This is an optimization exercise on Yosys and OpenROAD, whose aim is small area, a short achievable clock period and few clock cycles, not a production implementation.
In this exercise RTL edits were held to simulation tests only and were not proved equivalent to the original.
Power and IR drop assume default switching activity.

[flow/run.sh]
#!/bin/bash
# Standard synthesis, then the standard layout (standard.sh) with:
# - buf_4 as the port buffer;
# - a clock tree of clkbuf_8 with sinks clustered 12 at most, 60 um across.
# CORE_UTILIZATION comes from config.mk through config.mk.
set -euo pipefail
bash standard.sh synth > synth.log 2>&1
bash standard.sh SETUP_SLACK_MARGIN=10.5 MATCH_CELL_FOOTPRINT=0 \
    "BUFFER_PORTS_ARGS=-buffer_cell sky130_fd_sc_hd__buf_4" \
    CTS_BUF_LIST=sky130_fd_sc_hd__clkbuf_8 CTS_CLUSTER_SIZE=12 CTS_CLUSTER_DIAMETER=60 \
    finish > layout.log 2>&1
[standard.sh]
#!/bin/bash
# synth_recipe.tcl (not shown) runs the flow's synth.tcl, then flattens the netlist and writes it again
# the make line also repeats each setting of config.mk as NAME=value (left out here)
make -C /OpenROAD-flow-scripts/flow DESIGN_CONFIG=/design/flow/config.mk WORK_HOME=/design/flow/orfs CLKGATE_MAP_FILE= SYNTH_SCRIPT=/design/flow/synth_recipe.tcl "${@:-finish}"
[config.mk]
export PLATFORM = sky130hd
export DESIGN_NAME = crc16_walk
export DESIGN_NICKNAME = crc16_walk
export VERILOG_FILES = /design/flow/design.v
export SDC_FILE = /design/flow/constraint.sdc
export NUM_CORES = 4
export LEC_CHECK = 0
export CAP_MARGIN = 20
export CORE_MARGIN = 2
export CORE_UTILIZATION = 45
export SLEW_MARGIN = 20
[constraint.sdc]
create_clock -name core_clock -period 16.0 [get_ports {clk}]
set_input_delay 3.2000 -clock core_clock [delete_from_list [all_inputs] [get_ports {clk}]]
set_output_delay 3.2000 -clock core_clock [all_outputs]
set_load 0.01 [all_outputs]
[design.v]
module crc16_walk (
    input  wire        clk,
    input  wire        rst,         
    input  wire        cmd_valid,
    input  wire [31:0] cmd,
    output wire        cmd_ready,
    output wire [31:0] rsp
);
    localparam [15:0] CRC_SEED = 16'hAAAA;
    localparam [15:0] CRC_FB   = 16'hAAAA;
    localparam [7:0]  XSEED    = 8'hAA;
    localparam [3:0] ERR_OP  = 4'd1;
    localparam [3:0] ERR_RSV = 4'd2;
    localparam [3:0] ERR_REG = 4'd3;
    localparam [3:0] ERR_VAL = 4'd4;
    localparam [3:0] ERR_ADR = 4'd5;
    localparam [3:0] ERR_POS = 4'd6;
    localparam [1:0] M_CRC = 2'd0;
    localparam [1:0] M_ENC = 2'd1;
    localparam [1:0] M_DEC = 2'd2;
    function [7:0] rotl8(input [7:0] v, input [2:0] n);
        rotl8 = (v << n) | (v >> (4'd8 - {1'b0, n}));
    endfunction
    function [7:0] rotr8(input [7:0] v, input [2:0] n);
        rotr8 = (v >> n) | (v << (4'd8 - {1'b0, n}));
    endfunction
    function [15:0] crc_byte(input [15:0] r0, input [7:0] b);
        reg [15:0] r;
        integer i;
        begin
            r = r0;
            for (i = 7; i >= 0; i = i - 1)
                r = (r[15] ^ b[i]) ? ({r[14:0], 1'b0} ^ CRC_FB) : {r[14:0], 1'b0};
            crc_byte = r;
        end
    endfunction
    function [383:0] crcmat1(input integer unused);
        integer p, i;
        reg [15:0] v;
        begin
            crcmat1 = 384'd0;
            for (p = 0; p < 24; p = p + 1) begin
                v = (p < 16) ? crc_byte(16'd1 << p, 8'd0) : crc_byte(16'd0, 8'd1 << (p - 16));
                for (i = 0; i < 16; i = i + 1)
                    crcmat1[i*24 + p] = v[i];
            end
        end
    endfunction
    function [767:0] crcmat4(input integer unused);
        integer p, i;
        reg [15:0] v;
        reg [31:0] d;
        begin
            crcmat4 = 768'd0;
            for (p = 0; p < 48; p = p + 1) begin
                d = (p < 16) ? 32'd0 : (32'd1 << (p - 16));
                v = crc_byte(crc_byte(crc_byte(crc_byte((p < 16) ? (16'd1 << p) : 16'd0,
                        d[7:0]), d[15:8]), d[23:16]), d[31:24]);
                for (i = 0; i < 16; i = i + 1)
                    crcmat4[i*48 + p] = v[i];
            end
        end
    endfunction
    localparam [383:0] CM1 = crcmat1(0);
    localparam [767:0] CM4 = crcmat4(0);
    function [15:0] crc1x(input [15:0] r, input [7:0] b);
        integer i;
        for (i = 0; i < 16; i = i + 1)
            crc1x[i] = ^(CM1[i*24 +: 24] & {b, r});
    endfunction
    function [15:0] crc4x(input [15:0] r, input [31:0] d);
        integer i;
        for (i = 0; i < 16; i = i + 1)
            crc4x[i] = ^(CM4[i*48 +: 48] & {d, r});
    endfunction
    function [191:0] modtab(input integer m);
        integer a;
        begin
            modtab = 192'd0;
            for (a = 0; a < 64; a = a + 1)
                modtab[a*3 +: 3] = a % m;
        end
    endfunction
    localparam [191:0] MOD3 = modtab(3);
    localparam [191:0] MOD5 = modtab(5);
    localparam [191:0] MOD6 = modtab(6);
    localparam [191:0] MOD7 = modtab(7);
    function [2:0] look(input [5:0] a, input [191:0] tab);
        integer i;
        begin
            look = 3'd0;
            for (i = 0; i < 64; i = i + 1)
                if (a == i) look = tab[i*3 +: 3];
        end
    endfunction
    function [2:0] mod8(input [5:0] a, input [3:0] b);
        case (b)
            4'd2:    mod8 = {2'd0, a[0]};
            4'd3:    mod8 = look(a, MOD3);
            4'd4:    mod8 = {1'd0, a[1:0]};
            4'd5:    mod8 = look(a, MOD5);
            4'd6:    mod8 = look(a, MOD6);
            4'd7:    mod8 = look(a, MOD7);
            4'd8:    mod8 = a[2:0];
            default: mod8 = 3'd0;
        endcase
    endfunction
    function [7:0] rotl8s(input [7:0] v, input [2:0] n);
        reg [7:0] v1, v2;
        begin
            v1     = n[0] ? {v[6:0], v[7]}    : v;
            v2     = n[1] ? {v1[5:0], v1[7:6]} : v1;
            rotl8s = n[2] ? {v2[3:0], v2[7:4]} : v2;
        end
    endfunction
    function [7:0] rotr8s(input [7:0] v, input [2:0] n);
        reg [7:0] v1, v2;
        begin
            v1     = n[0] ? {v[0], v[7:1]}    : v;
            v2     = n[1] ? {v1[1:0], v1[7:2]} : v1;
            rotr8s = n[2] ? {v2[3:0], v2[7:4]} : v2;
        end
    endfunction
    function automatic [7:0] rotlr(input [7:0] t, input [2:0] a, input [2:0] b);
        reg [7:0] dh;
        integer i, k;
        begin
            for (k = 0; k < 8; k = k + 1) begin
                dh[k] = 1'b0;
                for (i = 0; i < 8; i = i + 1)
                    dh[k] = dh[k] | ((a == i) & (b == ((i - k) & 7)));
            end
            rotlr = 8'd0;
            for (k = 0; k < 8; k = k + 1)
                rotlr = rotlr | ({8{dh[k]}} & ((t << k) | (t >> (8 - k))));
        end
    endfunction
    function [7:0] enc_c(input [7:0] b, input [7:0] k, input [7:0] x);
        reg [7:0] bs;
        begin
            bs    = k ^ x;
            enc_c = rotr8s(rotl8s(b ^ bs, bs[2:0]), bs[6:4]);
        end
    endfunction
    function [7:0] dec_b(input [7:0] c, input [7:0] k, input [7:0] x);
        reg [7:0] bs;
        begin
            bs    = k ^ x;
            dec_b = rotr8s(rotl8s(c, bs[6:4]), bs[2:0]) ^ bs;
        end
    endfunction
    function [9:0] gstep(input [5:0] row, input [3:0] kr, input dn,
                         input [5:0] lastrow, input [3:0] klast, input [3:0] kwdn);
        begin
            if (dn) begin
                if (row == 6'd0) gstep = {lastrow, kwdn};
                else             gstep = {row - 6'd1, (kr == 4'd0) ? klast : kr - 4'd1};
            end else begin
                if (row == lastrow) gstep = 10'd0;
                else                gstep = {row + 6'd1, (kr == klast) ? 4'd0 : kr + 4'd1};
            end
        end
    endfunction
    function [16:0] next_pos(input enc, input [16:0] pos, input [16:0] ln8, input dir);
        if (dir == enc)
            next_pos = (pos == 17'd0) ? ln8 - 17'd1 : pos - 17'd1;
        else
            next_pos = (pos == ln8 - 17'd1) ? 17'd0 : pos + 17'd1;
    endfunction
    reg [15:0] crc;
    reg [7:0]  x_or;
    reg [16:0] pos;
    reg [8:0]  ln8r;         
    reg [6:0]  klenr;
    wire [16:0] ln8  = {8'd0, ln8r};
    wire [16:0] klen = {10'd0, klenr};
    reg        dir;
    reg [7:0]  rot;
    reg [3:0]  err;
    reg [16:0] rsp_lo;       
    wire [31:0] rsp_r = {15'd0, rsp_lo};
    reg        ldb_mode;     
    reg [3:0]  ldb_sel;      
    reg        pend_b, pend_k;   
    reg [7:0]  pend_a, pend_d;
    reg        busy;
    reg        rdy;          
    reg        sph;          
    reg        rph;          
    reg        rph2;         
    reg        xph;          
    reg        wph;          
    reg        half;         
    reg        one;          
    reg [1:0]  mode;
    reg [6:0]  gleft;        
    reg [5:0]  rr, sr;       
    reg [3:0]  rk, sk;       
    reg [5:0]  r2r, r2s;     
    reg [3:0]  r2k, r2sk;    
    reg [5:0]  xr, xs;       
    reg [5:0]  wr, ws;       
    reg [3:0]  side;         
    reg        wdn;          
    reg [1:0]  bsel [0:3];   
    reg [1:0]  lsel [0:3];   
    reg [7:0]  pph  [0:3];   
    reg [7:0]  ppo  [0:3];   
    reg [7:0]  pfb  [0:3];   
    reg [7:0]  pfk  [0:3];   
    reg [7:0]  wb   [0:3];   
    reg  [7:0] ldb_byte, ldb_keep;
    always @(*) begin
        ldb_byte = ({8{ldb_sel[0]}} & ppo[0]) | ({8{ldb_sel[1]}} & ppo[1]) |
                   ({8{ldb_sel[2]}} & ppo[2]) | ({8{ldb_sel[3]}} & ppo[3]);
        ldb_keep = ({8{ldb_sel[0]}} & pph[0]) | ({8{ldb_sel[1]}} & pph[1]) |
                   ({8{ldb_sel[2]}} & pph[2]) | ({8{ldb_sel[3]}} & pph[3]);
    end
    assign cmd_ready = rdy;
    assign rsp = {rsp_r[31:8], rsp_r[7:0] | ldb_byte};
    wire [5:0]  nib_sum = crc[15:12] + crc[11:8] + crc[7:4] + crc[3:0];
    wire [2:0]  iv      = nib_sum[2:0];
    wire        par     = ^crc;
    wire [7:0]  x0      = XSEED ^ crc[15:8] ^ crc[7:0];
    wire        pos_bad = (pos >= ln8);
    wire [4:0]  op   = cmd[31:27];
    wire [4:0]  f_r  = cmd[26:22];
    wire [16:0] f_v  = cmd[16:0];
    wire [16:0] f_a  = cmd[24:8];
    wire [7:0]  f_d  = cmd[7:0];
    wire        f_s  = cmd[16];
    wire [7:0]  f_rv = cmd[15:8];
    wire [7:0]  f_n  = cmd[7:0];
    reg  [3:0]  fault;
    always @(*) begin
        fault = 4'd0;
        case (op)
            5'h00, 5'h01, 5'h0A, 5'h0C, 5'h10: begin
                if (cmd[26:0] != 27'd0) fault = ERR_RSV;
            end
            5'h12, 5'h13, 5'h14, 5'h15: begin
                if (cmd[26:0] != 27'd0) fault = ERR_RSV;
                else if (pos_bad)       fault = ERR_POS;
            end
            5'h02: begin
                if (cmd[21:17] != 5'd0) fault = ERR_RSV;
                else if (f_r >= 5'd7)   fault = ERR_REG;
                else begin
                    case (f_r)
                        5'd0: if (f_v[16])         fault = ERR_VAL;
                        5'd1: if (f_v[16:8] != 0)  fault = ERR_VAL;
                        5'd3: if (f_v[2:0] != 0 || f_v < 17'd8 || f_v > 17'd256) fault = ERR_VAL;
                        5'd4: if (f_v[2:0] != 0 || f_v < 17'd8 || f_v > 17'd64)  fault = ERR_VAL;
                        5'd5: if (f_v[16:1] != 0)  fault = ERR_VAL;
                        5'd6: if (f_v[16:8] != 0)  fault = ERR_VAL;
                        default: ;
                    endcase
                end
            end
            5'h03: begin
                if (cmd[21:0] != 22'd0) fault = ERR_RSV;
                else if (f_r > 5'd10)   fault = ERR_REG;
            end
            5'h04, 5'h06: begin
                if (cmd[26:25] != 2'd0) fault = ERR_RSV;
                else if (op == 5'h06 ? (f_a >= 17'd64) : (f_a >= 17'd256)) fault = ERR_ADR;
            end
            5'h05: begin
                if (cmd[26:25] != 2'd0 || f_d != 8'd0) fault = ERR_RSV;
                else if (f_a >= 17'd256) fault = ERR_ADR;
            end
            5'h08, 5'h09: begin
                if (cmd[26:17] != 10'd0 || (f_s && f_rv != 8'd0)) fault = ERR_RSV;
            end
            5'h0B: if (cmd[26:8] != 19'd0) fault = ERR_RSV;
            5'h11: if (cmd[26:9] != 18'd0) fault = ERR_RSV;
            default: fault = ERR_OP;
        endcase
    end
    wire z_26_25 = (cmd[26:25] == 2'd0);
    wire z_24_16 = (cmd[24:16] == 9'd0);
    wire z_24_14 = (cmd[24:14] == 11'd0);
    wire z_21_17 = (cmd[21:17] == 5'd0);
    wire z_16_8  = (cmd[16:8] == 9'd0);
    wire z_7_0   = (cmd[7:0] == 8'd0);
    wire z_26_22 = (cmd[26:22] == 5'd0);
    wire z_16_9  = (cmd[16:9] == 8'd0);
    wire z_26_0  = z_26_22 & z_21_17 & z_16_8 & z_7_0;
    wire o_rst   = (op == 5'h01);
    wire o_n     = (op == 5'h00) | o_rst | (op == 5'h0A) | (op == 5'h0C) | (op == 5'h10);
    wire o_walk  = (op == 5'h12) | (op == 5'h13) | (op == 5'h14) | (op == 5'h15);
    wire o_wrr   = (op == 5'h02);
    wire o_rdr   = (op == 5'h03);
    wire o_stb   = (op == 5'h04);
    wire o_ldb   = (op == 5'h05);
    wire o_stk   = (op == 5'h06);
    wire o_rot   = (op == 5'h08) | (op == 5'h09);
    wire o_crcb  = (op == 5'h0B);
    wire o_dinit = (op == 5'h11);
    wire o_einit = (op == 5'h10);
    wire o_crcr  = (op == 5'h0C);
    wire o_crci  = (op == 5'h0A);
    reg wrr_val;
    always @(*) begin
        case (f_r[2:0])
            3'd0:    wrr_val = ~f_v[16];
            3'd1:    wrr_val = z_16_8;
            3'd2:    wrr_val = 1'b1;
            3'd3:    wrr_val = (f_v[2:0] == 3'd0) & ((f_v[16:8] == 9'd0) ? (f_v[7:3] != 5'd0) : (f_v == 17'd256));
            3'd4:    wrr_val = (f_v[2:0] == 3'd0) & (f_v[16:7] == 10'd0) & (f_v[6:3] != 4'd0) & (~f_v[6] | (f_v[5:3] == 3'd0));
            3'd5:    wrr_val = (f_v[16:1] == 16'd0);
            default: wrr_val = z_16_8;
        endcase
    end
    wire ok_n    = z_26_0;
    wire ok_walk = z_26_0 & ~pos_bad;
    wire ok_wrr  = z_21_17 & ~f_r[4] & ~f_r[3] & (f_r[2:0] != 3'd7) & wrr_val;
    wire ok_rdr  = z_21_17 & z_16_8 & z_7_0 & (f_r <= 5'd10);
    wire ok_stb  = z_26_25 & z_24_16;
    wire ok_ldb  = z_26_25 & z_24_16 & z_7_0;
    wire ok_stk  = z_26_25 & z_24_14;
    wire ok_rot  = z_26_22 & z_21_17 & (~f_s | (f_rv == 8'd0));
    wire ok_crcb = z_26_22 & z_21_17 & z_16_8;
    wire ok_din  = z_26_22 & z_21_17 & z_16_9;
    wire acc     = cmd_valid & rdy;
    wire noerr   = (err == 4'd0);
    wire ok      = (o_n & ok_n) | (o_walk & ok_walk) | (o_wrr & ok_wrr) | (o_rdr & ok_rdr) |
                   (o_stb & ok_stb) | (o_ldb & ok_ldb) | (o_stk & ok_stk) | (o_rot & ok_rot) |
                   (o_crcb & ok_crcb) | (o_dinit & ok_din);
    wire go      = acc & noerr;
    wire do_stb  = go & o_stb & ok_stb;
    wire do_stk  = go & o_stk & ok_stk;
    wire do_ldb  = acc & o_ldb & ok_ldb;      
    wire do_rdr  = acc & o_rdr & ok_rdr;
    wire do_rst  = acc & o_rst & ok_n;
    wire do_wrr  = go & o_wrr & ok_wrr;
    wire do_rot  = go & o_rot & ok_rot;
    wire do_n    = go & ok_n;                 
    wire do_walk = go & o_walk & ok_walk;
    wire do_crcb = go & o_crcb & ok_crcb;
    wire do_din  = go & o_dinit & ok_din;
    wire start   = (do_n & o_crcr) | do_walk;
    wire wrr0 = do_wrr & (f_r[2:0] == 3'd0);
    wire wrr1 = do_wrr & (f_r[2:0] == 3'd1);
    wire wrr2 = do_wrr & (f_r[2:0] == 3'd2);
    wire wrr3 = do_wrr & (f_r[2:0] == 3'd3);
    wire wrr4 = do_wrr & (f_r[2:0] == 3'd4);
    wire wrr5 = do_wrr & (f_r[2:0] == 3'd5);
    wire wrr6 = do_wrr & (f_r[2:0] == 3'd6);
    reg  [16:0] reg_val;
    always @(*) begin
        case (f_r)
            5'd0:    reg_val = {1'b0, crc};
            5'd1:    reg_val = {9'd0, x_or};
            5'd2:    reg_val = pos;
            5'd3:    reg_val = ln8;
            5'd4:    reg_val = klen;
            5'd5:    reg_val = {16'd0, dir};
            5'd6:    reg_val = {9'd0, rot};
            5'd7:    reg_val = {14'd0, iv};
            5'd8:    reg_val = {16'd0, par};
            5'd9:    reg_val = {9'd0, x0};
            5'd10:   reg_val = {13'd0, err};
            default: reg_val = 17'd0;
        endcase
    end
    reg [5:0] lastrow, g_lastrow;    
    reg [3:0] klast, g_klast;        
    reg [2:0] g_lmk8;                
    reg [3:0] kwdn;                  
    reg [7:0] p0, g_p0;              
    reg [2:0] g_kq;                  
    reg [5:0] kp0;                   
    reg [1:0] geo_age;
    wire      geo_ok = geo_age[1];
    always @(posedge clk) begin
        g_lastrow <= ln8[7:2] - 6'd1;
        g_klast   <= klen[5:2] - 4'd1;
        g_lmk8    <= mod8(ln8[8:3], klen[6:3]);
        g_p0      <= pos[7:0];
        g_kq      <= mod8({1'b0, pos[7:3]}, klen[6:3]);
        lastrow   <= g_lastrow;
        klast     <= g_klast;
        kwdn      <= (g_lmk8 == 3'd0) ? g_klast : {g_lmk8, 1'b0} - 4'd1;
        p0        <= g_p0;
        kp0       <= {g_kq, g_p0[2:0]};
    end
    wire [511:0] bufv [0:3];
    wire [127:0] keyv [0:3];
    wire [7:0]   brd  [0:3];
    wire [7:0]   krd  [0:3];
    genvar gr, gi;
    generate
        for (gr = 0; gr < 4; gr = gr + 1) begin : bk
            wire [5:0] rsel = busy ? (side[gr] ? rr : sr) : cmd[15:10];
            wire [3:0] ksel = side[gr] ? r2k : r2sk;
            wire [63:0] rhot = 64'd1 << rsel;
            wire [15:0] khot = 16'd1 << ksel;
            reg  [7:0]  bor, kor;
            integer ii;
            always @(*) begin
                bor = 8'd0;
                for (ii = 0; ii < 64; ii = ii + 1)
                    bor = bor | ({8{rhot[ii]}} & bufv[gr][ii*8 +: 8]);
                kor = 8'd0;
                for (ii = 0; ii < 16; ii = ii + 1)
                    kor = kor | ({8{khot[ii]}} & keyv[gr][ii*8 +: 8]);
            end
            assign brd[gr] = bor;
            assign krd[gr] = kor;
            wire [7:0] wd   = wph ? wb[lsel[gr]] : pend_d;
            wire [5:0] wsel = wph ? (side[gr] ? wr : ws) : pend_a[7:2];
            wire       wen  = wph ? (~one | (lsel[gr] == 2'd0))
                                  : pend_b & (pend_a[1:0] == gr);
            for (gi = 0; gi < 64; gi = gi + 1) begin : by
                reg [7:0] q;
                always @(posedge clk)
                    if (wen & (wsel == gi))
                        q <= wd;
                assign bufv[gr][gi*8 +: 8] = q;
            end
            for (gi = 0; gi < 16; gi = gi + 1) begin : ky
                reg [7:0] q;
                always @(posedge clk)
                    if (pend_k & (pend_a[1:0] == gr) & (pend_a[5:2] == gi))
                        q <= pend_d;
                assign keyv[gr][gi*8 +: 8] = q;
            end
        end
    endgenerate
    reg [7:0] dx [0:3];
    reg [7:0] dout [0:3];
    integer j;
    always @(*) begin
        dx[0] = x_or ^ pfb[0];
        dx[1] = dx[0] ^ pfb[1];
        dx[2] = dx[1] ^ pfb[2];
        dx[3] = dx[2] ^ pfb[3];
        for (j = 0; j < 4; j = j + 1)
            dout[j] = dec_b(pfb[j], pfk[j], dx[j]);
    end
    reg  [7:0] bsA, ecA, exA, bsB, ecB, exB;
    always @(*) begin
        bsA = pfk[0] ^ x_or;
        ecA = rotlr((pfb[0] ^ pfk[0]) ^ x_or, bsA[2:0], bsA[6:4]);
        exA = x_or ^ ecA;
        bsB = (pfk[1] ^ x_or) ^ ecA;
        ecB = rotlr((pfb[1] ^ pfk[1] ^ x_or) ^ ecA, bsB[2:0], bsB[6:4]);
        exB = exA ^ ecB;
    end
    reg  [15:0] crc4;
    always @(*)
        crc4 = crc4x(crc, {pph[3], pph[2], pph[1], pph[0]});
    wire enc   = (mode == M_ENC);
    wire adv   = xph & (~enc | half | one);              
    wire xlast = adv & (one | (gleft == 7'd1));          
    wire fin   = (wph & ~xph) | (xlast & (mode == M_CRC));  
    wire go_x  = sph & geo_ok;                           
    wire [7:0] x_eng = (mode == M_DEC) ? (one ? dx[0] : dx[3]) : exA;
    wire fwd_now = pend_b & (pend_a == cmd[15:8]);    
    wire r1  = ~busy | rph | rph2 | adv;               
    integer q;
    always @(posedge clk) begin
        for (q = 0; q < 4; q = q + 1) begin
            if (r1)
                pph[q] <= (~busy & fwd_now & (cmd[9:8] == q)) ? pend_d : brd[q];
            ppo[q] <= (fwd_now & (cmd[9:8] == q)) ? pend_d : brd[q];
        end
        if (rph2 | adv) begin
            for (q = 0; q < 4; q = q + 1) begin
                pfb[q] <= pph[bsel[q]];
                pfk[q] <= krd[bsel[q]];
            end
        end else if (xph & enc) begin
            pfb[0] <= pfb[2];
            pfb[1] <= pfb[3];
            pfk[0] <= pfk[2];
            pfk[1] <= pfk[3];
        end
        if (xph) begin
            if (~enc)
                for (q = 0; q < 4; q = q + 1)
                    wb[q] <= dout[q];
            else if (half) begin
                wb[2] <= ecA;
                wb[3] <= ecB;
            end else begin
                wb[0] <= ecA;
                wb[1] <= ecB;
            end
        end
        if (busy) begin
            if (rph | rph2 | adv) begin
                {rr, rk} <= {sr, sk};
                {sr, sk} <= gstep(sr, sk, wdn, (mode == M_CRC) ? 6'd63 : lastrow, klast, kwdn);
                {r2r, r2s, r2k, r2sk} <= {rr, sr, rk, sk};
                xr <= r2r;
                xs <= r2s;
                wr <= xr;
                ws <= xs;
            end
            if (go_x) begin
                {rr, rk} <= {p0[7:2], kp0[5:2]};
                {sr, sk} <= gstep(p0[7:2], kp0[5:2], wdn, lastrow, klast, kwdn);
                for (q = 0; q < 4; q = q + 1) begin
                    side[q] <= wdn ? (q <= p0[1:0]) : (q >= p0[1:0]);
                    bsel[q] <= wdn ? p0[1:0] - q : p0[1:0] + q;
                    lsel[q] <= wdn ? p0[1:0] - q : q - p0[1:0];
                end
            end
            if (xph) half <= ~half;
            if (adv) gleft <= gleft - 7'd1;
        end else begin
            {rr, rk} <= 10'd0;
            {sr, sk} <= {6'd1, 4'd1};
            side     <= 4'b1111;
            wdn      <= o_walk & (op[0] ? ~dir : dir);
            for (q = 0; q < 4; q = q + 1) begin
                bsel[q] <= q;
                lsel[q] <= q;
            end
            half  <= 1'b0;
            mode  <= o_crcr ? M_CRC : op[0] ? M_DEC : M_ENC;
            one   <= ~op[2];
            gleft <= (o_crcr | op[2]) ? ln8[8:2] : 7'd1;
        end
    end
    always @(posedge clk) begin
        if (rst) begin
            busy <= 1'b0;
            rdy  <= 1'b1;
            sph  <= 1'b0;
            rph  <= 1'b0;
            rph2 <= 1'b0;
            xph  <= 1'b0;
            wph  <= 1'b0;
        end else if (busy) begin
            if (fin) begin
                busy <= 1'b0;
                rdy  <= 1'b1;
            end
            sph <= sph & ~geo_ok;
            rph  <= go_x;
            rph2 <= rph & (mode != M_CRC);
            xph  <= (rph & (mode == M_CRC)) | rph2 | (xph & ~xlast);
            wph <= adv & (mode != M_CRC);
        end else begin
            busy <= start;
            rdy  <= ~start;
            sph  <= o_walk;
            rph  <= o_crcr;
            rph2 <= 1'b0;
            xph  <= 1'b0;
            wph  <= 1'b0;
        end
    end
    reg xsel_b;
    always @(posedge clk)
        xsel_b <= busy & (rph2 | (xph & ~xlast)) & enc & ~one;
    always @(posedge clk) begin
        if (xsel_b)
            x_or <= exB;
        else if (busy) begin
            if (xph & (mode != M_CRC)) x_or <= x_eng;
        end else if (rst)
            x_or <= 8'd0;
        else if (wrr1 | (do_n & o_einit) | do_din | do_rst)
            x_or <= o_wrr ? f_v[7:0] : o_einit ? x0 : o_dinit ? f_d : 8'd0;
    end
    always @(posedge clk) begin
        if (busy & xph & (mode == M_CRC))
            crc <= crc4;
        else if (rst)
            crc <= CRC_SEED;
        else if (wrr0 | do_crcb | (do_n & (o_crci | o_crcr)) | do_rst)
            crc <= o_wrr ? f_v[15:0] : o_crcb ? crc1x(crc, f_d) : CRC_SEED;
    end
    wire [16:0] iv1 = {14'd0, iv} + 17'd1;
    always @(posedge clk) begin
        if (busy & go_x & one)
            pos <= next_pos(mode == M_ENC, pos, ln8, dir);
        else if (rst)
            pos <= 17'd0;
        else if (wrr2 | (do_n & o_einit) | do_din | do_rst)
            pos <= o_wrr   ? f_v :
                   o_einit ? {14'd0, iv} :
                   o_dinit ? (cmd[8] ? ((iv1 == ln8) ? 17'd0 : iv1)
                                     : ((iv == 3'd0) ? ln8 - 17'd1 : {14'd0, iv} - 17'd1)) :
                   17'd0;
    end
    always @(posedge clk) begin
        if (rst)
            ln8r <= 9'd8;
        else if (wrr3 | do_rst)
            ln8r <= o_wrr ? f_v[8:0] : 9'd8;
        if (rst)
            klenr <= 7'd8;
        else if (wrr4 | do_rst)
            klenr <= o_wrr ? f_v[6:0] : 7'd8;
        if (rst)
            dir <= 1'b0;
        else if (wrr5 | (do_n & o_einit) | do_din | do_rst)
            dir <= o_wrr ? f_v[0] : o_einit ? par : o_dinit ? cmd[8] : 1'b0;
        if (rst)
            rot <= 8'd0;
        else if (wrr6 | do_rot | do_rst)
            rot <= o_wrr ? f_v[7:0] :
                   o_rot ? (op[0] ? rotr8(f_s ? rot : f_rv, f_n[2:0])
                                  : rotl8(f_s ? rot : f_rv, f_n[2:0])) :
                   8'd0;
        if (rst)
            err <= 4'd0;
        else if ((acc & noerr & ~ok) | do_rst)
            err <= (o_rst & ok_n) ? 4'd0 : fault;
    end
    always @(posedge clk) begin
        if (rst)
            rsp_lo <= 17'd0;
        else if (do_rdr)
            rsp_lo <= reg_val;
        else if (do_rst | do_ldb)
            rsp_lo <= 17'd0;
        else if (ldb_mode)
            rsp_lo <= {9'd0, ldb_keep};
        ldb_mode <= ~rst & do_ldb;
    end
    integer lq;
    always @(posedge clk) begin
        for (lq = 0; lq < 4; lq = lq + 1)
            ldb_sel[lq] <= ~rst & do_ldb & (cmd[9:8] == lq);
        if (~busy & (o_stb | o_stk))
            {pend_a, pend_d} <= cmd[15:0];
        pend_b <= ~rst & do_stb;
        pend_k <= ~rst & do_stk;
    end
    wire geo_w = do_rst | wrr2 | wrr3 | wrr4 | (do_n & o_einit) | do_din | (busy & go_x & one);
    always @(posedge clk) begin
        if (rst | geo_w)
            geo_age <= 2'd0;
        else if (~geo_age[1])
            geo_age <= geo_age + 2'd1;
    end
endmodule
==> impl_results.md, run 1 <==
* Final worst-path cycle share at 0.360
* Number of fill cells in the layout at 24100
* Multi-input gate area at 41300 µm²
* Core Box Area at ~280000 µm²
* Max stage delay on crit path at 520 ps
* P_leak at 46.7 nW
* Synth cell types at 93
* Cell family with most CP delay: compound AO/OA/AOI/OAI gates
* Vias at 92900
* Data arrival, critical path at around 2600 ps
* CTS root buf: clkbuf_8
* Hold Fails Final Rpt at 0
* Slowest-stage cell, CP: a222oi_1
* Maximum fanout along the worst path at 6
* RSZ-0062 raised after global routing: true
* Port Buffer Count at 52
* Slew margin rel. at 0.168
* Total of max-cap violations at 0
* Startpoint types: register
* GRT Util Overall at 0.356
* Mapped Area at 128000 µm²
* Fmax at 173 MHz
* Clock buffer count from CTS at just over 300
* Clk buf depth at 4
* Most used DFF post-synth: edfxtp_1
* Place WS at 8330 ps
* Kind of critical path: register to output pin
* Synthesized flop and latch total at a little under 3000
* Routed vias/inst at between 6 and 7
* Total power at roughly 15 mW
* Share of layout cells above drive strength 1 at 0.162
* CTS tree: done
* Comb power frac at 0.098
* H-tree depth at 5
* Crit path cell chain: buf_12 > a222oi_1 > nand2_2 > buf_6
* Pwr dens at 102 nW/µm²
* Initial core utilization at 0.452
* DR WL/cell at 38.4 µm
* Post-synth EDFFs at 2799
* Final WL at 524 mm
* Nature of the critical path endpoint: output pin
* Vias in the first global route at between 80000 and 90000
* Synth area leaders: edfxtp_1 66%, nor2_1 3.7%, a221oi_1 3.3%
* Yosys warning count at 10
* Routability cong. at 1.02
* Total Die Area at 288000 µm²
* Top cell type's share of synthesized area at 0.659
* Final Util at 0.509
* Final setup vio count at 0
* First-pass DRT Iterations at 10
* Sink Count at 2978
* Accumulated negative setup slack at 0 ps
* Post-route ant nets at 0
* Switch share at 0.258
* Max-slew violations at 0
* Antenna violations before repair at 20
* Area growth syn-to-layout at 12.5%
* Sw power at 3.78 mW
* Mapped Cells at 9306
* Sequential share of the synthesized area at 0.687
* Reg area at 87700 µm²
* Worst Path Required at around 13000 ps
* Int Power at 10.9 mW
* Worst vdd ir at 113 µV
* Largest net degree at the start of global routing at 74
* Clock share of power at 0.317
* I/O pin total at around 70
* Leading area contributor after synthesis: edfxtp_1
* Worst min-delay path category: register to register
* Worst Tran Pin Value at 1240 ps
* Mapped Avg Cell Area at about 14 µm²
* Buffers & Inverters on Critical Path at 2
* Global-route wire length before repair at about 710 mm
* R2r setup slk at ~11000 ps
* Final worst slack at 10230 ps
* Fin crit period at 5770 ps
* Hold Buf Count CTS at 0
* Drc violations at 0
* Die X-Extent at approximately 540 µm
* # rows at 195
* DPL Wire Length at 360 mm
* Layout Skew at 110 ps
* Iteration-0 DRC count of the detailed router at 15700
* Skew-Pair Late Insertion Delay at between 1000 and 1500 ps
* Die H at 537 µm
* Nets@finish at 9866
* Worst-path clk slew at 90 ps
* Fraction of registers with async set/reset at 0
* Register share of total power at 0.585
* Total grt overflow at 0
* Status: no timing/DRC/antenna violations
-- state kept, by name, summed over array words and instances (netlist names), 8 cells and up --
signal   count
wb          32
pph         32
ln8r         9
pend_a       8
x_or         8
bk.ky.q    512
pos         17
pfk         32
rot          8
g_p0         8
bk.by.q   2048
rsp_lo      17
ppo         32
pend_d       8
pfb         32
crc         16
-- power groups by stage --
stage               Clock (mW)  Combinational (mW)  Sequential, mW
detailed placement           0                1.32            8.76
global placement             0                1.32            8.76
finish                    4.65                1.44            8.59
CTS                       4.66                1.37            8.58
floorplan                    0               0.930            8.68
global route              4.92                1.52            8.58
-- cell type report --
type,instances,share of cell area
antenna,10,0.000174
clock buffer,311,0.0298
clock inverter,121,0.00588
inverter,86,0.00228
multi-input combinational,5870,0.288
sequential,2978,0.611
tap,3743,0.0326
timing repair buffer,541,0.0308
-- synthesized netlist by cell type (47+ instances only) --
master and n:
a22oi_1 406, nand4_1 219, nor2_1 1252, mux2_2 62, edfxtp_1 2799, a221oi_1 474, dfxtp_1 179, nor3_1 132
mux2i_1 342, a21oi_1 341, clkbuf_1 304, xnor2_1 298, a21o_1 53, a22o_1 440, xor2_1 129, a31oi_1 52
o22ai_1 54, ha_1 47, nand3_1 149, inv_1 79, nand2_1 553, o21ai_0 277
-- cells in the final DEF (no fill, tap or decap), types with 35 or more instances in the layout --
cell type     n
ha_1         45
dfxtp_1     165
nor3_1      110
nor2_4       35
buf_4       499
o21ai_0     240
inv_1       129
nand2_1     504
a31oi_1      51
mux2i_1     341
xnor2_1     279
nand2_2      37
mux2_2       62
a221oi_1    344
nor2_1     1055
xor2_1      124
nor2_2      162
nand4_1     219
nand3_1     141
a221oi_2    110
a21o_1       51
clkbuf_8    311
o22ai_1      54
a22o_1      439
a22oi_1     394
edfxtp_1   2799
a21oi_1     324
o211ai_1     36
-- cells by family after synthesis --
kind of cell             Yosys count  synth area share
flip-flops                      2978             0.687
AND/OR/NAND/NOR                 2555            0.0880
AO/OA/AOI/OAI                   2384             0.138
buffers and inverters            473            0.0149
XOR/XNOR                         439            0.0313
multiplexers                     423            0.0354
adder cells (fa/ha/maj)           53           0.00531
other                              1         0.0000294
-- through the flow --
step	area, µm²	instances	hold slack, ps
6_report	144000	13700	315
5_1_grt	144000	13700	339
4_1_cts	142000	13600	317
3_5_place_dp	135000	13100	312
3_3_place_gp	135000	13100	316
2_1_floorplan	128000	9320	310
-- routing by layer --
| metal | routed length [µm] | GRT usage | part of all wire |
|---|---|---|---|
| met1 | 213000 | 0.512 | 0.41 |
| met2 | 226000 | 0.523 | 0.43 |
| met3 | 59900 | 0.0752 | 0.11 |
| met4 | 26200 | 0.150 | 0.050 |
| met5 | 53 | 0 | 0.00010 |
-- what timing repair did --
action,in CTS,in global routing
endpoints found under the hold margin,0,0
gates resized for setup,229,195
pin swaps,55,71
setup endpoints to repair,164,140
gates cloned,0,1
buffers inserted,64,51
-- worst paths after layout --
path / cells after the start / startpoint / end
hold / removal: 0 / g_lastrow[1]$_DFF_P_ / lastrow[1]$_DFF_P_
hold reg to reg: 0 / g_lastrow[1]$_DFF_P_ / lastrow[1]$_DFF_P_
setup / recovery: 4 / ldb_sel[1]$_DFF_P_ / rsp[4]
setup reg to reg: 15 / x_or[6]$_DFFE_PP_ / wb[1][5]$_DFFE_PP_
Testbench counts, summed over its fixed seeds: cycles 28,994.
==> run 2: changes to the inputs <==
--- a/design.v
+++ b/design.v
@@ -182,3 +182,4 @@
     reg        ldb_mode;     
-    reg [3:0]  ldb_sel;      
+    reg [1:0]  ldb_sel;      
+    reg        ldb_lo;       
     reg        pend_b, pend_k;   
@@ -207,3 +208,3 @@
     reg [7:0]  pph  [0:3];   
-    reg [7:0]  ppo  [0:3];   
+    reg [7:0]  ppo  [0:1];   
     reg [7:0]  pfb  [0:3];   
@@ -213,6 +214,4 @@
     always @(*) begin
-        ldb_byte = ({8{ldb_sel[0]}} & ppo[0]) | ({8{ldb_sel[1]}} & ppo[1]) |
-                   ({8{ldb_sel[2]}} & ppo[2]) | ({8{ldb_sel[3]}} & ppo[3]);
-        ldb_keep = ({8{ldb_sel[0]}} & pph[0]) | ({8{ldb_sel[1]}} & pph[1]) |
-                   ({8{ldb_sel[2]}} & pph[2]) | ({8{ldb_sel[3]}} & pph[3]);
+        ldb_byte = ({8{ldb_sel[0]}} & ppo[0]) | ({8{ldb_sel[1]}} & ppo[1]);
+        ldb_keep = ppo[ldb_lo];
     end
@@ -460,3 +459,9 @@
     wire fwd_now = pend_b & (pend_a == cmd[15:8]);    
-    wire r1  = ~busy | rph | rph2 | adv;               
+    wire r1  = rph | rph2 | adv;                       
+    wire [1:0] pf_sel = {2{fwd_now}} & {cmd[8], ~cmd[8]};
+    wire       pl_hi  = cmd[9];
+    integer    oq;
+    always @(posedge clk)
+        for (oq = 0; oq < 2; oq = oq + 1)
+            ppo[oq] <= pf_sel[oq] ? pend_d : (pl_hi ? brd[oq + 2] : brd[oq]);
     integer q;
@@ -465,4 +470,3 @@
             if (r1)
-                pph[q] <= (~busy & fwd_now & (cmd[9:8] == q)) ? pend_d : brd[q];
-            ppo[q] <= (fwd_now & (cmd[9:8] == q)) ? pend_d : brd[q];
+                pph[q] <= brd[q];
         end
@@ -628,4 +632,5 @@
     always @(posedge clk) begin
-        for (lq = 0; lq < 4; lq = lq + 1)
-            ldb_sel[lq] <= ~rst & do_ldb & (cmd[9:8] == lq);
+        ldb_sel[0] <= ~rst & do_ldb & ~cmd[8];
+        ldb_sel[1] <= ~rst & do_ldb & cmd[8];
+        ldb_lo <= cmd[8];
         if (~busy & (o_stb | o_stk))
==> run 2 against run 1 <==
Final cell count down 0.56%; non-clock buffer count grew 95; global-route usage grew 0.81 points; clock power is 0.9% lower; still clean; critical endpoint is now ppo[1][5]$_DFF_P_; combinational power fell by 28%; largest power group unchanged.
==> impl_results.md, run 2 <==
* Final worst-path cycle share at 0.353 (-0.00690)
* Worst Tran Pin Value at 1280 ps (+32.6 ps)
* Worst min-delay path category: register to register
* RSZ-0062 raised after global routing: true
* Synthesized flop and latch total at 2961 (-0.57%)
* Top post-synthesis cells by count: 2799 x edfxtp_1, 892 x nor2_1, 737 x a22oi_1
* Nets@finish at 9806 (-0.61%)
* Worst-path clk slew at 90 ps (about the same)
* Most frequent cells in the layout: 2799 x edfxtp_1, 750 x nor2_1, 728 x a22oi_1, 591 x buf_4, 510 x nand2_1
* Share of layout cells above drive strength 1 at 0.168 (+0.00639)
* Routed vias/inst at 6.81 (+0.19%)
* # rows at 195 (unchanged)
* Max stage delay on crit path at 920 ps (+400 ps)
* Total Die Area at 287000 µm² (-0.45%)
* Antenna violations before repair at 26 (+30%)
* Total power at 14.1 mW (-4.1%)
* Buffers & Inverters on Critical Path at 4 (+2)
* Final setup vio count at 0 (unchanged)
* Slew margin rel. at 0.148 (-0.0196)
* Synth cell types at 105 (+13%)
* Accumulated negative setup slack at 0 ps (unchanged)
* R2r setup slk at 10720 ps (+60 ps)
* Cell family with most CP delay: simple AND/OR/NAND/NOR gates
* Mapped Avg Cell Area at 13.9 µm² (+1.0%)
* Clk buf depth at 4 (unchanged)
* Routability cong. at 1.08 (+5.2%)
* Startpoint types: input pin
* Fmax at 177 MHz (+2.0%)
* Port Buffer Count at 52 (unchanged)
* Kind of critical path: input pin to register
* Data arrival, critical path at 6640 ps (+4070 ps)
* Crit path cell chain: buf_4 > nor2_4 > buf_12 > a21o_1 > nand2_1 > buf_8 > nor3_1 > buf_4 > a22oi_1 > nand4_1 > nor4_4 > nand2_2 > mux2i_1 > o21ai_0
* Max reg flops at 2048 (unchanged)
* Total grt overflow at 0 (unchanged)
* Vias at 92500 (-0.37%)
* CTS tree: done
* Die H at 535 µm (-0.23%)
* Skew-Pair Late Insertion Delay at 1090 ps (-20 ps)
* Yosys warning count at 10 (unchanged)
* Vias in the first global route at 86200 (-0.14%)
* Design Area, Final at 143000 µm² (about the same)
* Mapped Cells at 9168 (-1.5%)
* Sink Count at 2961 (-0.57%)
* DR WL/cell at 39.4 µm (+2.6%)
* Clock buffer count from CTS at 305 (+0.33%)
* Area growth syn-to-layout at 12.9%
* CTS root buf: clkbuf_8
* Mapped Area at 127000 µm² (-0.46%)
* Most flops, register: bk.by.q
* Nature of the critical path endpoint: register
* Most numerous cell in the Yosys netlist: edfxtp_1
* First-pass DRT Iterations at 10 (unchanged)
* Most used DFF post-synth: edfxtp_1
* Iteration-0 DRC count of the detailed router at 16000 (+1.5%)
* Commonest non-fill, non-tap cell in the layout: edfxtp_1
* Initial core utilization at 0.451 (-0.00129)
* Fin crit period at 5660 ps (-110 ps)
* Worst Path Required at 16980 ps (+4180 ps)
* P_leak at 46.5 nW (-0.30%)
* CP most frequent cell: buf_4
* DPL Wire Length at 373 mm (+3.6%)
* Leading area contributor after synthesis: edfxtp_1
* Drc violations at 0 (unchanged)
* Layout Skew at 79.0 ps (-31.2 ps)
* Worst vdd ir at 67.8 µV (-40%)
* Cell area after placement at 135000 µm² (about the same)
* Hold Fails Final Rpt at 0 (unchanged)
* Maximum fanout along the worst path at 16 (+10)
* Slowest-stage cell, CP: nor3_1
* Max-slew violations at 0 (unchanged)
* Status: no timing/DRC/antenna violations
* I/O pin total at 68 (unchanged)
* Sequential share of the synthesized area at 0.687 (about the same)
* Top Registers: bk.by.q: 2048 flops, bk.ky.q: 512 flops
* Total of max-cap violations at 0 (unchanged)
* Final WL at 535 mm (+2.0%)
* GRT Util Overall at 0.364 (+0.00807)
* Die X-Extent at 535 µm (-0.23%)
* Post-synth EDFFs at 2799 (unchanged)
* Synth area leaders: edfxtp_1 66%, a22oi_1 4.4%, mux2i_1 2.8%
* Largest net degree at the start of global routing at 68 (-8.1%)
* Core Box Area at 282000 µm² (-0.17%)
* H-tree depth at 5 (unchanged)
* Fraction of registers with async set/reset at 0 (unchanged)
* Global-route wire length before repair at 724 mm (+1.5%)
* Pwr dens at 98.1 nW/µm² (-4.1%)
* Post-route ant nets at 0 (unchanged)
* Top cell type's share of synthesized area at 0.662 (+0.00302)
* Worst Hold Margin at 289 ps (-25.4 ps)
run 2: cell types whose count changed in the layout (fill, tap and decap cells not counted), sizes merged, moves of 34 or more:
cell    previous run  this run
nor2            1252       893
nor3             133       287
a221oi           474       317
buf              541       635
a22oi            408       737
o21ai            291       325
nand4            219       172
nor4              33        70
nand3            150       230
a21oi            342       275
a22o             440       297
run 2: worst paths after layout:
| path | cells after the start | start | to |
|---|---|---|---|
| max reg2reg | 13 | x_or[2]$_DFFE_PP_ | wb[3][6]$_DFFE_PP_ |
| max | 14 | cmd[13] | ppo[1][5]$_DFF_P_ |
| min | 0 | g_p0[0]$_DFF_P_ | kp0[0]$_DFF_P_ |
| min reg2reg | 0 | g_p0[0]$_DFF_P_ | kp0[0]$_DFF_P_ |
run 2: logic make-up after synthesis:
family | share of synthesized area
AOI/OAI and AO/OA | 0.135
xor gates and xnor gates | 0.0322
adders and majority gates | 0.00526
buffers and inverters | 0.0166
DFF | 0.687
muxes | 0.0367
other | 0.0000295
and+or+nand+nor | 0.0865
run 2: worst reg2reg max path: stages, from the launching register on:
cell and delay [ps]:
edfxtp_1 550, xor2_4 500, xnor2_2 170, buf_4 280
mux2i_1 390, o22ai_1 140, a221oi_1 630, a21oi_1 170
or2_2 450, or4_1 540, o221a_2 220, o2111ai_1 500
nor2_1 160, a22oi_1 370
run 2: area by class of cell:
cell class / instances / area [µm²]
fill: 24000 / 138000
sequential: 2961 / 87300
multi-input combinational: 5727 / 40900
timing repair buffer: 636 / 5130
tap: 3743 / 4680
clock buffer: 313 / 4310
clock inverter: 101 / 702
inverter: 90 / 343
antenna: 13 / 32.5
run 2: metrics by stage:
step                      setup slack [ps]  utilization  std cells
after floorplan                      10420            -       9182
after global placement                7920        0.478      13000
after detailed placement              7900        0.480      13000
after CTS                            10450        0.503      13500
after global routing                 10440        0.509      13600
final                                10340        0.509      13600
run 2: layer usage:
metal | wire [µm] | vias up | global-route usage
met5 | 70 | - | 0
met4 | 32200 | 10 | 0.174
met3 | 61500 | 1442 | 0.0824
met2 | 233000 | 6920 | 0.545
met1 | 208000 | 46700 | 0.502
li1 | - | 37400 | -
run 2: timing repair:
action                                  CTS  global route
endpoints found under the setup margin  145           137
hold buffers                              0             0
resized for setup                       211           154
pin swaps                                28            44
buffers inserted                         22            97
gates cloned                              1             2
run 2: report_power, final:
group          total [mW]  switching, mW  internal [mW]
Combinational        1.03          0.693          0.333
Sequential           8.44         0.0367           8.40
Clock                4.61           2.75           1.86
Testbench counts of run 2, summed over its fixed seeds: cycles 28,994.
==> run 3: changes to the inputs <==
--- a/flow/run.sh
+++ b/flow/run.sh
@@ -7,3 +7,3 @@
 bash standard.sh synth > synth.log 2>&1
-bash standard.sh SETUP_SLACK_MARGIN=10.5 MATCH_CELL_FOOTPRINT=0 \
+bash standard.sh SETUP_SLACK_MARGIN=10.8 MATCH_CELL_FOOTPRINT=0 \
     "BUFFER_PORTS_ARGS=-buffer_cell sky130_fd_sc_hd__buf_4" \
==> run 3 against run 2 <==
Still clean on timing, DRC and antenna; die area unchanged; clock skew grew 32 ps; routed wire length increased by 0.67%; worst setup slack gained 220 ps; register-to-register slack gained 140 ps; sequential power about the same; clock power increased by 1%; highest routed layer unchanged.
==> impl_results.md, run 3 <==
* DPL Wire Length at 370 mm (-0.83%)
* Hold Fails Final Rpt at 0 (unchanged)
* Top cell type's share of synthesized area at 0.662 (unchanged)
* Status: no timing/DRC/antenna violations
* Total of max-cap violations at 0 (unchanged)
* Vias in the first global route at 85300 (-1.1%)
* Max stage delay on crit path at 400 ps (-520 ps)
* P_leak at 48.0 nW (+3.2%)
* Mapped Avg Cell Area at 13.9 µm² (unchanged)
* Fin crit period at 5430 ps (-224 ps)
* Commonest non-fill, non-tap cell in the layout: edfxtp_1
* Startpoint types: input pin
* Worst min-delay path category: register to register
* Cell family with most CP delay: simple AND/OR/NAND/NOR gates
* Final worst slack at 10570 ps (+224 ps)
* GRT Util Overall at 0.363 (-0.000413)
* Die H at 535 µm (unchanged)
* CTS tree: done
* Worst Path Required at 16920 ps (-60 ps)
* Clock buffer count from CTS at 302 (-0.98%)
* Pwr dens at 96.9 nW/µm² (-1.3%)
* Core Box Area at 282000 µm² (unchanged)
* Synthesized flop and latch total at 2961 (unchanged)
* Max reg flops at 2048 (unchanged)
* Routability cong. at 1.02 (-5.3%)
* Crit path cell chain: buf_16 > nor2_4 > buf_6 > a21oi_4 > nand4_1 > buf_4 > nor2_1 > buf_4 > a22o_1 > a221oi_1 > nand4_1 > nor3_2 > nand2_4 > mux2i_1 > o21ai_0
* Maximum fanout along the worst path at 8 (-8)
* Final setup vio count at 0 (unchanged)
* I/O pin total at 68 (unchanged)
* Max-slew violations at 0 (unchanged)
* Sequential share of the synthesized area at 0.687 (unchanged)
* Nature of the critical path endpoint: register
* Mapped Cells at 9168 (unchanged)
* Worst Tran Pin Value at 1230 ps (-44.9 ps)
* Top Registers: bk.by.q: 2048 flops, bk.ky.q: 512 flops
* Global-route wire length before repair at 721 mm (-0.45%)
* Worst-path clk slew at 90 ps (about the same)
* Most flops, register: bk.by.q
* Total Die Area at 287000 µm² (unchanged)
* # rows at 195 (unchanged)
* Antenna violations before repair at 19 (-27%)
* Sink Count at 2961 (unchanged)
* Share of layout cells above drive strength 1 at 0.203 (+0.0350)
* Port Buffer Count at 52 (unchanged)
* Leading area contributor after synthesis: edfxtp_1
* Synth cell types at 105 (unchanged)
* Final worst-path cycle share at 0.340 (-0.0140)
* Mapped Area at 127000 µm² (unchanged)
* Synth area leaders: edfxtp_1 66%, a22oi_1 4.4%, mux2i_1 2.8%
* Fraction of registers with async set/reset at 0 (unchanged)
* Yosys warning count at 10 (unchanged)
* Vias at 92900 (+0.39%)
* RSZ-0062 raised after global routing: true
* Data arrival, critical path at 6350 ps (-290 ps)
* Iteration-0 DRC count of the detailed router at 15500 (-3.0%)
* Kind of critical path: input pin to register
* Die X-Extent at 535 µm (unchanged)
* Most numerous cell in the Yosys netlist: edfxtp_1
* Slew margin rel. at 0.169 (+0.0204)
* Accumulated negative setup slack at 0 ps (unchanged)
* Most frequent cells in the layout: 2799 x edfxtp_1, 746 x nor2_1, 700 x a22oi_1, 689 x buf_4, 496 x nand2_1
* H-tree depth at 5 (unchanged)
* Slowest-stage cell, CP: a221oi_1
* Largest net degree at the start of global routing at 68 (unchanged)
* Drc violations at 0 (unchanged)
* Skew-Pair Late Insertion Delay at 1120 ps (+30 ps)
* Post-route ant nets at 0 (unchanged)
* Nets@finish at 9967 (+1.6%)
* Clk buf depth at 4 (unchanged)
* Initial core utilization at 0.451 (unchanged)
* Place WS at 8140 ps (+244 ps)
* Routed vias/inst at 6.76 (-0.73%)
* Post-synth EDFFs at 2799 (unchanged)
* Most used DFF post-synth: edfxtp_1
* Top post-synthesis cells by count: 2799 x edfxtp_1, 892 x nor2_1, 737 x a22oi_1
* Worst Hold Margin at 332 ps (+42.2 ps)
* DR WL/cell at 39.2 µm (-0.45%)
* CTS root buf: clkbuf_8
* Area growth syn-to-layout at 15.7%
* Layout Skew at 111 ps (+32.1 ps)
* Worst vdd ir at 75.4 µV (+11%)
* Total grt overflow at 0 (unchanged)
* Fmax at 184 MHz (+4.1%)
* First-pass DRT Iterations at 7 (-3)
* Final WL at 539 mm (+0.67%)
* Buffers & Inverters on Critical Path at 4 (unchanged)
[run 3: cell count changes in the layout (fill, tap and decap cells not counted), moves of 29 or more]
cell,before,now
buf_12,16,45
nor3_1,201,166
nor3_2,65,94
buf_6,20,50
a221oi_1,240,196
buf_4,591,689
[run 3: cell families (layout without fill, tap and decap cells)]
| group | after synthesis | count (layout) | synth area share |
|---|---|---|---|
| other cells | 1 | 23 | 0.0000295 |
| buf+inv | 497 | 1295 | 0.0166 |
| compound gates | 2361 | 2362 | 0.135 |
| simple gates | 2413 | 2417 | 0.0865 |
| xor+xnor | 447 | 448 | 0.0322 |
| flops | 2961 | 2961 | 0.687 |
| fa+ha+maj | 52 | 52 | 0.00526 |
| mux | 436 | 436 | 0.0367 |
[run 3: worst paths after layout]
check,from,end,slack (ps),cells after the start
worst max register to register,x_or[2]$_DFFE_PP_,wb[3][1]$_DFFE_PP_,10860,13
worst max-delay path,cmd[14],ppo[1][7]$_DFF_P_,10570,15
worst min-delay path,g_kq[0]$_SDFF_PN0_,kp0[3]$_DFF_P_,330,0
worst min register to register,g_kq[0]$_SDFF_PN0_,kp0[3]$_DFF_P_,330,0
[run 3: cell type report]
class / count / area [µm²]
clock inverters: 99 / 828
clock buffers: 309 / 4250
inverters: 90 / 352
fillers: 23700 / 135000
repair buffers: 797 / 6910
well taps: 3743 / 4680
flip-flops and latches: 2961 / 87300
multi-input cells: 5730 / 42600
diodes: 8 / 20.0
[run 3: power by group]
group | leakage, nW | internal, mW | total [mW] | switching, mW
combinational | 18.7 | 0.391 | 1.14 | 0.744
sequential | 26.6 | 8.40 | 8.44 | 0.0404
clock | 2.70 | 1.92 | 4.66 | 2.74
total | 48.0 | 10.7 | 14.2 | 3.53
[run 3: per-layer routing]
layer | vias up | share of wire | track usage | wire (µm)
met5 | - | 0.00017 | 0 | 94
met4 | 14 | 0.054 | 0.158 | 29000
met3 | 1205 | 0.12 | 0.0814 | 63800
met2 | 6688 | 0.43 | 0.534 | 232000
met1 | 47200 | 0.40 | 0.518 | 214000
li1 | 37700 | - | - | -
[run 3: metrics by stage]
step                      power [mW]  utilization  cells  area (µm²)
after floorplan                 9.18            -   9182      128000
after global placement          9.54        0.479  13000      135000
after detailed placement        9.54        0.480  13000      135000
after CTS                       14.1        0.510  13500      144000
after global routing            14.6        0.522  13700      147000
final                           14.2        0.522  13700      147000
[run 3: repair_timing]
action	CTS	global route
buffers inserted	107	192
gates cloned	3	5
pin swaps	63	121
setup endpoints to repair	219	145
resized for setup	407	285
hold buffers	0	0
==> run 4: changes to the inputs <==
--- a/flow/run.sh
+++ b/flow/run.sh
@@ -7,3 +7,3 @@
 bash standard.sh synth > synth.log 2>&1
-bash standard.sh SETUP_SLACK_MARGIN=10.8 MATCH_CELL_FOOTPRINT=0 \
+bash standard.sh SETUP_SLACK_MARGIN=11.0 MATCH_CELL_FOOTPRINT=0 \
     "BUFFER_PORTS_ARGS=-buffer_cell sky130_fd_sc_hd__buf_4" \
==> run 4 against run 3 <==
Still clean; first-iteration DRC count is 5.1% lower; count of clock-buffer cells in the layout is 6 higher; clock power is 1% higher; sequential share of layout area is 1.9 points lower; register-to-register slack better by 80 ps; critical path depth stayed put; routed wire length is 1.1% higher; worst setup slack worse by 22 ps; synthesized cell count stayed put; hold slack better by 3.0 ps; non-clock buffer count is 202 higher; largest power group unchanged.
==> impl_results.md, run 4 <==
* Top Registers: bk.by.q: 2048 flops, bk.ky.q: 512 flops
* Fin crit period at 5450 ps (+22.1 ps)
* Post-synth EDFFs at 2799 (unchanged)
* Kind of critical path: input pin to register
* Worst Tran Pin Value at 1280 ps (+53.8 ps)
* Hold Path Depth at 0 (unchanged)
* Status: no timing/DRC/antenna violations
* Die H at 535 µm (unchanged)
* Max-slew violations at 0 (unchanged)
* Largest net degree at the start of global routing at 68 (unchanged)
* Top post-synthesis cells by count: 2799 x edfxtp_1, 892 x nor2_1, 737 x a22oi_1
* Worst setup path startpoint: cmd[14]
* First-pass DRT Iterations at 8 (+1)
* Hold Fails Final Rpt at 0 (unchanged)
* Global-route wire length before repair at 734 mm (+1.8%)
* Vias in the first global route at 87500 (+2.6%)
* Synth cell types at 105 (unchanged)
* Die X-Extent at 535 µm (unchanged)
* Most flops, register: bk.by.q
* Post-route ant nets at 0 (unchanged)
* Drc violations at 0 (unchanged)
* Total Die Area at 287000 µm² (unchanged)
* Maximum fanout along the worst path at 7 (-1)
* Reg2reg start: busy$_SDFF_PP0_
* Antenna violations before repair at 33 (+14)
* Worst Path Required at 16910 ps (about the same)
* RSZ-0062 raised after global routing: true
* Sink Count at 2961 (unchanged)
* P_leak at 50.2 nW (+4.6%)
* CTS root buf: clkbuf_8
* Mapped Area at 127000 µm² (unchanged)
* Mapped Avg Cell Area at 13.9 µm² (unchanged)
* Most frequent cells in the layout: 2799 x edfxtp_1, 735 x buf_4, 701 x nor2_1, 652 x a22oi_1, 484 x nand2_1
* GR Layer Usage met2 at 0.564 (+0.0299)
* Total grt overflow at 0 (unchanged)
* Most used DFF post-synth: edfxtp_1
* Data arrival, critical path at 6370 ps (+20 ps)
* Yosys warning count at 10 (unchanged)
* DPL Wire Length at 370 mm (about the same)
* Pwr dens at 95.1 nW/µm² (-1.9%)
* Routability cong. at 1.00 (-2.1%)
* Vias at 94400 (+1.7%)
* Final setup vio count at 0 (unchanged)
* Area growth syn-to-layout at 19.5%
* CP most frequent cell: buf_12
* Iteration-0 DRC count of the detailed router at 14700 (-5.1%)
* Hold_sp: g_p0[6]$_DFF_P_
* Fraction of registers with async set/reset at 0 (unchanged)
* Slowest-stage cell, CP: nor3_4
* Commonest non-fill, non-tap cell in the layout: edfxtp_1
* Final WL at 545 mm (+1.1%)
* Routed vias/inst at 6.77 (+0.11%)
* Nature of the critical path endpoint: register
* Leading area contributor after synthesis: edfxtp_1
* I/O pin total at 68 (unchanged)
* Sequential share of the synthesized area at 0.687 (unchanged)
* CTS tree: done
* Max reg flops at 2048 (unchanged)
* Slew margin rel. at 0.141 (-0.0276)
* Clock buffer count from CTS at 304 (+0.66%)
* Synthesized flop and latch total at 2961 (unchanged)
* Max stage delay on crit path at 550 ps (+150 ps)
* Share of layout cells above drive strength 1 at 0.247 (+0.0437)
* Synth area leaders: edfxtp_1 66%, a22oi_1 4.4%, mux2i_1 2.8%
* FF-to-FF path depth at 15 (+2)
* Final worst-path cycle share at 0.341 (+0.00138)
* GR Layer Usage met3 at 0.0832 (+0.00184)
* Crit path cell chain: buf_12 > nor2_4 > buf_12 > a21oi_4 > nand2b_4 > buf_12 > or2_4 > nor2_4 > buf_6 > a221oi_4 > nand4_1 > nor3_4 > nand2_4 > mux2i_1 > o21ai_1
* # rows at 195 (unchanged)
* Top cell type's share of synthesized area at 0.662 (unchanged)
* Hold Buf Count CTS at 0 (unchanged)
* Core Box Area at 282000 µm² (unchanged)
* Layout Skew at 84.3 ps (-26.8 ps)
* R2r setup slk at 10940 ps (+80 ps)
* Clk buf depth at 4 (unchanged)
* Fmax at 183 MHz (-0.41%)
* Grt peak-use layer: met2
* Total of max-cap violations at 0 (unchanged)
* Startpoint types: input pin
* Accumulated negative setup slack at 0 ps (unchanged)
* H-tree depth at 5 (unchanged)
* Worst vdd ir at 63.3 µV (-16%)
* Nets@finish at 10200 (+2.1%)
* GRT Util Overall at 0.369 (+0.00583)
* Worst hold endpoint: p0[6]$_DFF_P_
* Total power at 14.4 mW (+1.4%)
* Most numerous cell in the Yosys netlist: edfxtp_1
* Grt met1 use at 0.510 (-0.00829)
* Mapped Cells at 9168 (unchanged)
* Worst-path clk slew at 80 ps (about the same)
* Worst min-delay path category: register to register
* DR WL/cell at 39.0 µm (-0.43%)
* Reg2reg end: ppo[1][0]$_DFF_P_
* Initial core utilization at 0.451 (unchanged)
* Skew-Pair Late Insertion Delay at 1100 ps (-20 ps)
* Port Buffer Count at 52 (unchanged)
## run 4: changes by cell type in the layout (fill, tap and decap cells not counted), moves of 27 or more
cell / previous run / this run
a221oi_2: 87 / 117
buf_4: 689 / 735
nand3_1: 196 / 165
a22oi_1: 700 / 652
buf_12: 45 / 82
a22o_1: 292 / 265
a22oi_2: 37 / 85
a22o_4: 4 / 32
nor2_1: 746 / 701
buf_6: 50 / 160
nor3_4: 27 / 56
a221oi_1: 196 / 142
## run 4: cells by family after synthesis
| group | count (synthesis) | synth area share |
|---|---|---|
| other | 1 | 0.0000295 |
| AO/OA/AOI/OAI | 2361 | 0.135 |
| AND/OR/NAND/NOR | 2413 | 0.0865 |
| XOR/XNOR | 447 | 0.0322 |
| flip-flops | 2961 | 0.687 |
| multiplexers | 436 | 0.0367 |
| buffers and inverters | 497 | 0.0166 |
| adder cells (fa/ha/maj) | 52 | 0.00526 |
## run 4: what timing repair did
action / in CTS / in global routing
hold endpoints to repair: 0 / 0
cloned: 10 / 4
pin swaps: 228 / 222
setup endpoints to repair: 176 / 165
resized for setup: 765 / 435
buffers inserted: 319 / 201
## run 4: power by group
group	internal [mW]	switching [mW]
Clock	1.96	2.76
Combinational	0.453	0.820
Sequential	8.40	0.0452
## run 4: layout make-up
cell class              instances  area (µm²)
fillers                     23300      130000
flip-flops and latches       2961       87300
multi-input cells            5734       45000
repair buffers                999        9310
well taps                    3743        4680
clock buffers                 315        4340
clock inverters                94         782
inverters                      90         364
diodes                         14        35.0
repair inverters                1        5.00
## run 4: through the flow
| step | setup slack (ps) | util | hold WS [ps] | instance area, µm² | cells |
|---|---|---|---|---|---|
| after floorplan | 10420 | - | 310 | 128000 | 9182 |
| after global placement | 7910 | 0.479 | 317 | 135000 | 13000 |
| after detailed placement | 7940 | 0.480 | 312 | 135000 | 13000 |
| after CTS | 10540 | 0.524 | 338 | 148000 | 13700 |
| after global routing | 10620 | 0.539 | 345 | 152000 | 13900 |
| final | 10550 | 0.539 | 335 | 152000 | 14000 |
## run 4: worst max-delay path by stage
stage               cells past startpoint           endpoint
detailed placement                     13  ppo[1][7]$_DFF_P_
CTS                                     2             rsp[5]
finish                                 15  ppo[1][7]$_DFF_P_
floorplan                              13   crc[5]$_DFFE_PP_
global placement                       11  ppo[0][4]$_DFF_P_
global route                            2             rsp[5]
## run 4: critical path: cells and delay by family
family / cells / cell delay (ps)
muxes: 1 / 190
buffers and inverters: 4 / 560
and+or+nand+nor: 7 / 1780
AOI/OAI and AO/OA: 3 / 580
## run 4: routing by layer
metal  routed length (µm)  vias up
met2               242000     6800
met5                   92        -
met1               210000    48100
li1                     -    38200
met3                62400     1278
met4                29900       16
==> run 5: changes to the inputs <==
--- a/flow/run.sh
+++ b/flow/run.sh
@@ -7,3 +7,3 @@
 bash standard.sh synth > synth.log 2>&1
-bash standard.sh SETUP_SLACK_MARGIN=11.0 MATCH_CELL_FOOTPRINT=0 \
+bash standard.sh SETUP_SLACK_MARGIN=10.65 MATCH_CELL_FOOTPRINT=0 \
     "BUFFER_PORTS_ARGS=-buffer_cell sky130_fd_sc_hd__buf_4" \
--- a/config.mk
+++ b/config.mk
@@ -9,3 +9,3 @@
 export CORE_MARGIN = 2
-export CORE_UTILIZATION = 45
+export CORE_UTILIZATION = 48
 export SLEW_MARGIN = 20
==> run 5 against run 4 <==
First-iteration DRC count is 2.0% higher; clock skew rose by 50 ps; flip-flop and latch count did not move; largest cell class unchanged; worst setup slack got worse by 140 ps; final cell count decreased by 3.8%; via count decreased by 1.5%; critical path type unchanged; final area is 5.0% lower; sequential share of layout area is 3.0 points higher; global-route usage grew 1.4 points; area after synthesis is the same; still clean on timing, DRC and antenna.
==> impl_results.md, run 5 <==
* Total power at 14.2 mW (-1.9%)
* Synthesized flop and latch total at 2961 (unchanged)
* Slew margin rel. at 0.165 (+0.0233)
* Area growth syn-to-layout at 13.6%
* Final setup vio count at 0 (unchanged)
* Synth area leaders: edfxtp_1 66%, a22oi_1 4.4%, mux2i_1 2.8%
* Mapped Area at 127000 µm² (unchanged)
* Clock buffer count from CTS at 306 (+0.66%)
* Startpoint types: input pin
* Design Area, Final at 144000 µm² (-5.0%)
* Mapped Cells at 9168 (unchanged)
* H-tree depth at 5 (unchanged)
* Data arrival, critical path at 6450 ps (+80 ps)
* Total Die Area at 269000 µm² (-6.2%)
* Clock share of power at 0.328 (about the same)
* Die X-Extent at 518 µm (-3.2%)
* Global-route wire length before repair at 720 mm (-2.0%)
* P_leak at 47.1 nW (-6.1%)
* Comb power frac at 0.074 (-0.014)
* CTS tree: done
* Yosys warning count at 10 (unchanged)
* DPL Wire Length at 368 mm (-0.64%)
* Vias in the first global route at 87200 (-0.34%)
* Skew-Pair Late Insertion Delay at 1070 ps (-30 ps)
* Sw power at 3.50 mW (-3.3%)
* Most flops, register: bk.by.q
* Switch share at 0.247 (-0.00356)
* First-pass DRT Iterations at 9 (+1)
* Cell area after placement at 135000 µm² (-0.45%)
* Total of max-cap violations at 0 (unchanged)
* Share of layout cells above drive strength 1 at 0.179 (-0.0681)
* Worst Path Required at 16850 ps (-60 ps)
* R2r setup slk at 10740 ps (-200 ps)
* Die H at 518 µm (-3.2%)
* Mapped Avg Cell Area at 13.9 µm² (unchanged)
* Total grt overflow at 0 (unchanged)
* Core Box Area at 263000 µm² (-6.7%)
* Vias at 93000 (-1.5%)
* Kind of critical path: input pin to register
* Largest net degree at the start of global routing at 68 (unchanged)
* I/O pin total at 68 (unchanged)
* Max-slew violations at 0 (unchanged)
* GRT Util Overall at 0.383 (+0.0143)
* Fin crit period at 5600 ps (+145 ps)
* Post-route ant nets at 0 (unchanged)
* Status: no timing/DRC/antenna violations
* Accumulated negative setup slack at 0 ps (unchanged)
* Register share of total power at 0.598 (+0.013)
* Fraction of registers with async set/reset at 0 (unchanged)
[run 5: cell counts after synthesis]
Identical to the previous run, type by type.
[run 5: worst max-delay path by stage]
stage | startpoint | endpoint | slack, ps
after CTS | cmd[13] | ppo[0][0]$_DFF_P_ | 10540
final | cmd[12] | ppo[0][0]$_DFF_P_ | 10400
after global routing | cmd[10] | ppo[1][5]$_DFF_P_ | 10530
after floorplan | cmd[12] | crc[5]$_DFFE_PP_ | 10420
after detailed placement | cmd[15] | ppo[0][0]$_DFF_P_ | 7780
after global placement | cmd[15] | ppo[0][0]$_DFF_P_ | 7780
[run 5: area by class of cell]
type / instances / area (µm²)
clock buffers: 312 / 4290
well taps: 3515 / 4400
fillers: 21500 / 118000
clock inverters: 108 / 831
diodes: 20 / 50.0
multi-input cells: 5731 / 41400
repair buffers: 688 / 5640
flip-flops and latches: 2961 / 87300
inverters: 90 / 343
[run 5: cell families after synthesis]
group | Yosys count | synth area share
buffers and inverters | 497 | 0.0166
adder cells (fa/ha/maj) | 52 | 0.00526
AND/OR/NAND/NOR | 2413 | 0.0865
XOR/XNOR | 447 | 0.0322
other | 1 | 0.0000295
multiplexers | 436 | 0.0367
AO/OA/AOI/OAI | 2361 | 0.135
flip-flops | 2961 | 0.687
[run 5: layer usage]
| metal | track usage | share of wire | vias to the layer above |
|---|---|---|---|
| met5 | 0 | 0.00017 | - |
| met4 | 0.223 | 0.071 | 18 |
| met3 | 0.0767 | 0.11 | 1575 |
| met2 | 0.605 | 0.46 | 6912 |
| met1 | 0.494 | 0.36 | 47000 |
| li1 | - | - | 37600 |
[run 5: worst max-delay path: stages]
cell and delay, ps:
buf_6 150, nor2_4 130, buf_12 190, a21oi_4 50, buf_4 230, nand2_4 200, nor3_1 110, buf_4 200
a22o_1 180, a221oi_1 520, nand4_1 250, nor3_1 460, nand2_1 240, o21ai_0 210, o21ai_0 100
[run 5: timing repair]
| item | CTS | global route |
|---|---|---|
| endpoints found under the setup margin | 170 | 128 |
| gates cloned | 2 | 5 |
| gates resized for setup | 335 | 133 |
| setup buffers | 91 | 113 |
| pin swaps | 47 | 55 |
[run 5: stage by stage]
stage	worst slack (ps)	cells	utilization
finish	10400	13400	0.549
global route	10530	13400	0.549
CTS	10540	13300	0.542
detailed placement	7780	12800	0.512
global placement	7780	12800	0.511
floorplan	10420	9182	-
[run 5: power groups by stage]
stage	sequential [mW]	clock (mW)	combinational, mW
6_report	8.47	4.64	1.05
4_1_cts	8.46	4.65	0.977
5_1_grt	8.46	4.91	1.09
2_1_floorplan	8.59	0	0.579
3_5_place_dp	8.64	0	0.903
3_3_place_gp	8.64	0	0.899

Setup slack of run 5, layout unchanged: 10.401 ns with ideal ports, 10.278 ns with driving cells assumed (clock clkbuf_16, inputs buf_2), 9.165 ns with port delays also shifted by the 1.113 ns mid clock arrival.
